Background: an optimization exercise with open tools, aiming at small area, a short achievable clock period and few clock cycles. Do not read the settings as production practice.
Function was checked by simulation only, so behaviour that the tests miss may differ from the original.
No activity file was given, so power comes from the tool's default toggle rates.

File: flow/constraint.sdc
create_clock -name core_clock -period 8.5 [get_ports {clk}]
set_input_delay 1.7000 -clock core_clock [delete_from_list [all_inputs] [get_ports {clk}]]
set_output_delay 1.7000 -clock core_clock [all_outputs]
set_load 0.01 [all_outputs]
File: flow/design.v
module zz_extract (
    input  wire        clk,
    input  wire        rst,
    input  wire        reg_valid,
    input  wire        reg_we,
    input  wire [7:0]  reg_addr,
    input  wire [31:0] reg_wdata,
    output reg  [31:0] reg_rdata,
    output wire        coef_req,
    output wire [15:0] coef_row,
    output wire [15:0] coef_col,
    input  wire [15:0] coef_rdata,
    output reg         pay_we,
    output wire [31:0] pay_addr,
    output reg  [7:0]  pay_wdata
);
    reg        busy, done;
    reg        init;           
    reg [15:0] grid_h, grid_w;
    reg        req;
    reg [12:0] bxi, byi;       
    reg [2:0]  r, c;           
    reg [4:0]  ech;            
    reg        v1;             
    reg        u2, b2;         
    reg [31:0] tcnt;           
    reg [31:0] len;            
    reg [28:0] outcnt;         
    reg        hdr_ok;
    reg        underrun;
    reg [6:0]  shreg;          
    assign coef_req = req;
    assign coef_row = {byi, r};
    assign coef_col = {bxi, c};
    assign pay_addr = {3'd0, outcnt};
    wire host_wr   = reg_valid && reg_we;
    wire wr_ctrl   = host_wr && (reg_addr == 8'h00) && !busy;
    wire cmd_start = wr_ctrl && reg_wdata[0];
    wire cmd_clear = wr_ctrl && !reg_wdata[0] && reg_wdata[1];
    wire [15:0] hm1 = grid_h - 16'd1;
    wire [15:0] wm1 = grid_w - 16'd1;
    wire        grid_empty = (grid_h == 16'd0) || (grid_w == 16'd0);
    wire        lc = (bxi == wm1[15:3]);
    wire        lb = (byi == hm1[15:3]);
    wire [2:0]  cm = lc ? wm1[2:0] : 3'd7;
    wire [2:0]  rm = lb ? hm1[2:0] : 3'd7;
    wire        blk_end = (r == rm) && (c == cm);
    wire        even    = ~(r[0] ^ c[0]);
    reg  [2:0]  nr, nc;
    always @(*) begin
        nr = r; nc = c;
        if (even) begin
            if (c == cm)          nr = r + 3'd1;
            else if (r == 3'd0)   nc = c + 3'd1;
            else begin            nr = r - 3'd1; nc = c + 3'd1; end
        end else begin
            if (r == rm)          nc = c + 3'd1;
            else if (c == 3'd0)   nr = r + 3'd1;
            else begin            nr = r + 3'd1; nc = c - 3'd1; end
        end
    end
    wire [12:0] nbx = (init || lc) ? 13'd0 : bxi + 13'd1;
    wire [12:0] nby = init ? 13'd0 : (lc ? byi + 13'd1 : byi);
    wire        ncm0 = (nbx == wm1[15:3]) && (wm1[2:0] == 3'd0);
    wire        nrm0 = (nby == hm1[15:3]) && (hm1[2:0] == 3'd0);
    wire        nb_empty = ncm0 && nrm0;
    wire usable = !((coef_rdata[15:1] == 15'd0) || (coef_rdata == 16'hFFFF));
    wire pact = hdr_ok && !((len[31:29] == 3'd0) && (len[28:0] == outcnt));
    wire [31:0] status = {20'd0, 3'd0, done && !hdr_ok, 3'd0,
                          hdr_ok && (busy || done), done && underrun,
                          done && !hdr_ok, done, busy};
    always @(posedge clk) begin
        reg_rdata <= 32'd0;
        case (reg_addr)
            8'h04: reg_rdata <= status;
            8'h08: reg_rdata <= {16'd0, grid_h};
            8'h0C: reg_rdata <= {16'd0, grid_w};
            8'h10: if (!init) reg_rdata <= len;
            8'h14: if (!init) reg_rdata <= {3'd0, outcnt};
            8'h18: if (!init) reg_rdata <= tcnt;
            default: ;
        endcase
    end
    always @(posedge clk) begin
        b2 <= coef_rdata[0];
        if (busy && init) begin
            bxi <= 13'd0;
            byi <= 13'd0;
            r   <= ncm0 ? 3'd1 : 3'd0;
            c   <= ncm0 ? 3'd0 : 3'd1;
        end else if (req) begin
            if (!blk_end) begin
                r <= nr;
                c <= nc;
            end else begin
                bxi <= nbx;
                byi <= nby;
                r   <= ncm0 ? 3'd1 : 3'd0;
                c   <= ncm0 ? 3'd0 : 3'd1;
            end
        end
        if (u2 && hdr_ok && pact) begin
            case (tcnt[2:0])
                3'd0: shreg <= {b2, 6'd0};
                3'd1: shreg[5] <= b2;
                3'd2: shreg[4] <= b2;
                3'd3: shreg[3] <= b2;
                3'd4: shreg[2] <= b2;
                3'd5: shreg[1] <= b2;
                3'd6: shreg[0] <= b2;
                default: ;
            endcase
        end
        if (u2 && hdr_ok && pact && tcnt[2:0] == 3'd7)
            pay_wdata <= {shreg, b2};
        else if (ech[3])
            pay_wdata <= {shreg, 1'b0};
    end
    always @(posedge clk) begin
        if (rst) begin
            busy     <= 1'b0;
            done     <= 1'b0;
            init     <= 1'b0;
            grid_h   <= 16'd0;
            grid_w   <= 16'd0;
            req      <= 1'b0;
            ech      <= 5'd0;
            v1       <= 1'b0;
            u2       <= 1'b0;
            tcnt     <= 32'd0;
            len      <= 32'd0;
            outcnt   <= 29'd0;
            hdr_ok   <= 1'b0;
            underrun <= 1'b0;
            pay_we   <= 1'b0;
        end else begin
            init <= cmd_start || cmd_clear;
            if (cmd_start) begin
                busy <= 1'b1;
                done <= 1'b0;
            end else if (cmd_clear) begin
                done <= 1'b0;
            end
            if (host_wr && !busy && reg_addr == 8'h08) grid_h <= reg_wdata[15:0];
            if (host_wr && !busy && reg_addr == 8'h0C) grid_w <= reg_wdata[15:0];
            ech <= {ech[3:0], 1'b0};
            if (busy && init) begin
                if (grid_empty || nb_empty) ech[0] <= 1'b1;
                else                        req    <= 1'b1;
            end else if (req && blk_end && ((lc && lb) || nb_empty)) begin
                req    <= 1'b0;
                ech[0] <= 1'b1;
            end
            if (ech[4]) begin
                busy <= 1'b0;
                done <= 1'b1;
            end
            v1 <= req;
            u2 <= v1 && usable;
            pay_we <= 1'b0;
            if (init) begin
                tcnt     <= 32'd0;
                len      <= 32'd0;
                outcnt   <= 29'd0;
                hdr_ok   <= 1'b0;
                underrun <= 1'b0;
            end else begin
                if (u2) begin
                    tcnt <= tcnt + 32'd1;
                    if (!hdr_ok) begin
                        len <= {len[30:0], b2};
                        if (tcnt[4:0] == 5'd31) hdr_ok <= 1'b1;
                    end else if (pact && tcnt[2:0] == 3'd7) begin
                        pay_we <= 1'b1;
                    end
                end
                if (pay_we) outcnt <= outcnt + 29'd1;
                if (ech[3] && pact) begin
                    underrun <= 1'b1;
                    if (tcnt[2:0] != 3'd0) pay_we <= 1'b1;
                end
            end
        end
    end
endmodule
File: flow/run.sh
#!/bin/bash
# synth_recipe.tcl (not shown) runs the flow's synth.tcl, then flattens the netlist and writes it again
# the make line also repeats each setting of config.mk as NAME=value (left out here)
make -C /OpenROAD-flow-scripts/flow DESIGN_CONFIG=/design/flow/config.mk WORK_HOME=/design/flow/orfs CLKGATE_MAP_FILE= SYNTH_SCRIPT=/design/flow/synth_recipe.tcl finish
File: flow/config.mk
export PLATFORM = sky130hd
export DESIGN_NAME = zz_extract
export DESIGN_NICKNAME = zz_extract
export VERILOG_FILES = /design/flow/design.v
export SDC_FILE = /design/flow/constraint.sdc
export NUM_CORES = 4
export LEC_CHECK = 0
export CAP_MARGIN = 20
export CORE_MARGIN = 2
export CORE_UTILIZATION = 40
export SLEW_MARGIN = 20
==> impl_metrics.tcl <==
set metrics [dict create \
    drv_cap 0 \
    cp_slowest_cell "a21oi_1" \
    port_buffers 146 \
    clockRootBuffer "clkbuf_16" \
    dpl_cell_area_sq_um 14000 \
    p_seq_share_pct 44.5 \
    cp_top_family "compound AO/OA/AOI/OAI gates" \
    num_vias 11300 \
    cts_buffers 26 \
    synth_top_area_share_pct 32.1 \
    cts_resized 0 \
    arrival_ns 6.04 \
    p_int_mw 1.86 \
    gp_congestion 0.957 \
    synth_ff_type "dfxtp_1" \
    hold_viol 0 \
    critical_path_class "flop to flop" \
    grt_util_all_layers_pct 22.3 \
    setup_viol 0 \
    clkLatencyLatePin_ns 0.53 \
    slowest_delay_ns 0.77 \
    required_ns 8.94 \
    startpoint "grid_w[0]$_SDFFE_PP0P_" \
    fill_cells 3019 \
    ioPinCount 166 \
    antenna_found_initial 1 \
    grt_max_degree 97 \
    period_needed_ns 5.60 \
    first_pass_iters 5 \
    final_layout_size_suffix_gt1_share_pct 5.95 \
    async_reset_ff_share_pct 0 \
    worst-path-buf-inv 1 \
    clk_pin_slew_ns 0.06 \
    worst_pin_slew_ns 1.07 \
    switching_share_pct 21.9 \
    report.final.slew_viol_count 0 \
    ys_top_cells_by_area "dfxtp_1, nand2_1, xor2_1" \
    clock-sinks 219 \
    p_per_area_nw_per_um2 159 \
    clockPowerShare_pct 51.1 \
    hold_path.class "flop to flop" \
    fin_skew_ns 0.00948 \
    start_kind "flop" \
    synth_cell_type_count 78 \
    synth_seq_area_share_pct 37.2 \
    postRouteAntennaNets 0 \
    htreeDepth 1 \
    post_cts_buffers 0 \
    synthesis.area_sq_um 12400 \
    synth_largest_area_cell "dfxtp_1" \
    cts_hold_buf 0 \
    viasPerCell 5.58 \
    crit_fanout 12 \
    cp_common_cell "a211oi_1" \
    grt_pass1_wl_mm 59.3 \
    leakage_nw 5.65 \
    instances_no_fill 2026 \
    fin_crit_sh_pct 65.9 \
    ir_drop_uv 128 \
    dp_hpwl_mm 27.1 \
    rows 64 \
    hp-start "shreg[1]$_DFFE_PP_" \
    synth_edf_count 21 \
    comb_power_share_pct 4.4 \
    relSlewSlack_pct 28.4 \
    fmax_mhz 178 \
    area_delta_synth_final_pct 20.9 \
    rsz0062_at_grt "no" \
    ys_ff_latch 219 \
    syn_area_per_cell_sq_um 8.08 \
    status "complete, no violations" \
    drc 0 \
    post-place-cells 1977 \
    fin_nets 1692 \
    die_h_um 180 \
    synthTopCellsByCount "nand2_1, dfxtp_1, nor2_1" \
    crit_chain "inv_1 > ha_1 > nor4b_1 > nand4b_1 > xnor2_1 > nor2_1 > nor4_2 > a21oi_1 > o21ai_0 > a2111oi_0 > o2111ai_2 > nor4_4 > a211oi_1 > a211oi_1" \
    start_util_pct 40.5 \
    timing.rr.start "grid_w[0]$_SDFFE_PP0P_" \
    switchingPower_uw 520 \
    dieArea_sq_um 32300 \
    multiInputGateArea_sq_um 7200 \
    core_sq_um 30500 \
    die_x_um 180 \
    clk_path_buf_depth 3 \
    cp-end-kind "flop" \
    wl_mm 37.1 \
    synth.most_common_cell "nand2_1" \
    post_drt_wl_per_cell_um 18.3 \
    cts_tree "built" \
    overflow 0 \
    drt_iter0_markers 908 \
    yosysWarnings 1 \
    first_global_vias 10800 \
    finalSetupTns_ns 0 \
    seqCellArea_sq_um 4600 \
    worst-r2r-setup-slack_ns 2.90 \
    final_area_sq_um 14900 \
    synthCells 1529 \
]
state kept, by name, summed over array words and instances, names as in the netlist, 3 cells and up:
name	flops
outcnt	29
c	3
tcnt	32
pay_wdata	8
shreg	7
grid_w	16
len	32
r	3
bxi	13
reg_rdata	32
byi	13
ech	5
grid_h	16
placed cells by master (no fill, tap or decap), types with 25 or more instances in the layout:
cell / netlist / final
inv_1: 36 / 36
nand4_1: 25 / 25
and3_1: 27 / 27
clkbuf_16: 0 / 28
xnor2_1: 62 / 62
nor3_1: 36 / 36
nor2_1: 152 / 150
mux2i_1: 30 / 30
nand3_1: 61 / 61
nand2_1: 217 / 217
dfxtp_1: 198 / 197
a21oi_1: 121 / 121
clkdlybuf4s50_1: 0 / 146
xor2_1: 87 / 87
a22oi_1: 34 / 34
o21ai_0: 61 / 61
routing by layer:
metal | share of wire (%) | vias up | GRT usage [%]
li1 | - | 5536 | -
met1 | 45 | 5357 | 29.6
met2 | 46 | 336 | 37.0
met3 | 5.8 | 72 | 3.24
met4 | 3.3 | 0 | 7.58
met5 | 0 | - | 0
path summary, 6_finish.rpt:
path,end,cells past startpoint
worst max register to register,ech[0]$_SDFF_PP0_,14
worst min-delay path,pay_wdata[2]$_DFFE_PP_,0
worst max-delay path,ech[0]$_SDFF_PP0_,14
worst min register to register,pay_wdata[2]$_DFFE_PP_,0
cell type report:
type | count | area share, %
Tap cell | 396 | 3.32
Timing Repair Buffer | 159 | 10.4
Clock inverter | 12 | 1.16
Inverter | 36 | 0.905
Clock buffer | 36 | 5.23
Antenna cell | 1 | 0.0168
Multi-Input combinational cell | 1167 | 48.2
Sequential cell | 219 | 30.8
through the flow:
stage | setup WS [ns] | utilization (%) | hold slack [ns] | total power [mW]
2_1_floorplan | 4.07 | - | 0.400 | 1.14
3_3_place_gp | 3.15 | 45.8 | 0.404 | 1.18
3_5_place_dp | 3.11 | 45.8 | 0.406 | 1.19
4_1_cts | 3.02 | 48.9 | 0.417 | 2.40
5_1_grt | 2.45 | 49.0 | 0.423 | 2.45
6_report | 2.90 | 49.0 | 0.415 | 2.38
kinds of logic after synthesis:
family,share of synthesized area (%)
compound gates,14.8
xor+xnor,11.7
fa+ha+maj,2.33
buf+inv,4.77
flops,37.2
mux,4.07
other cells,0.0303
simple gates,25.2
power groups by stage:
stage	clock network, mW	registers, mW	logic [mW]
6_report	1.22	1.06	0.104
5_1_grt	1.28	1.06	0.113
4_1_cts	1.24	1.06	0.104
3_5_place_dp	0	1.08	0.104
3_3_place_gp	0	1.08	0.103
2_1_floorplan	0	1.08	0.0567
Testbench counts, summed over its fixed seeds: cycles 93,754.

==> what the ideal ports hide <==
The flow's constraints put no driver on any port. The routed layout listed below was extracted and timed again, unchanged, in two steps.
Step 1 sets driving cells, clkbuf_16 on the clock port and buf_2 on the other inputs (assumed; they add their load-dependent delay and slew).
Step 2 moves the port delays by t, midway between the first and last clock arrival at a register: inputs arrive t later, outputs are due t later. That takes back most of the time a late clock gives input paths.
Slacks: ideal / step 1 / step 2; pairs: ideal / step 1.
shift t [ns]: 0.577
setup slack, ns: 2.897 / 2.897 / 2.897
slew at the worst register clock pin (ns): 0.06 / 0.06
cell pins on the clock port's net: 1
After both steps setup and hold are still met in this run. For this run, drivers alone change the setup slack by 0.000 ns; drivers and shift together by 0.000 ns.
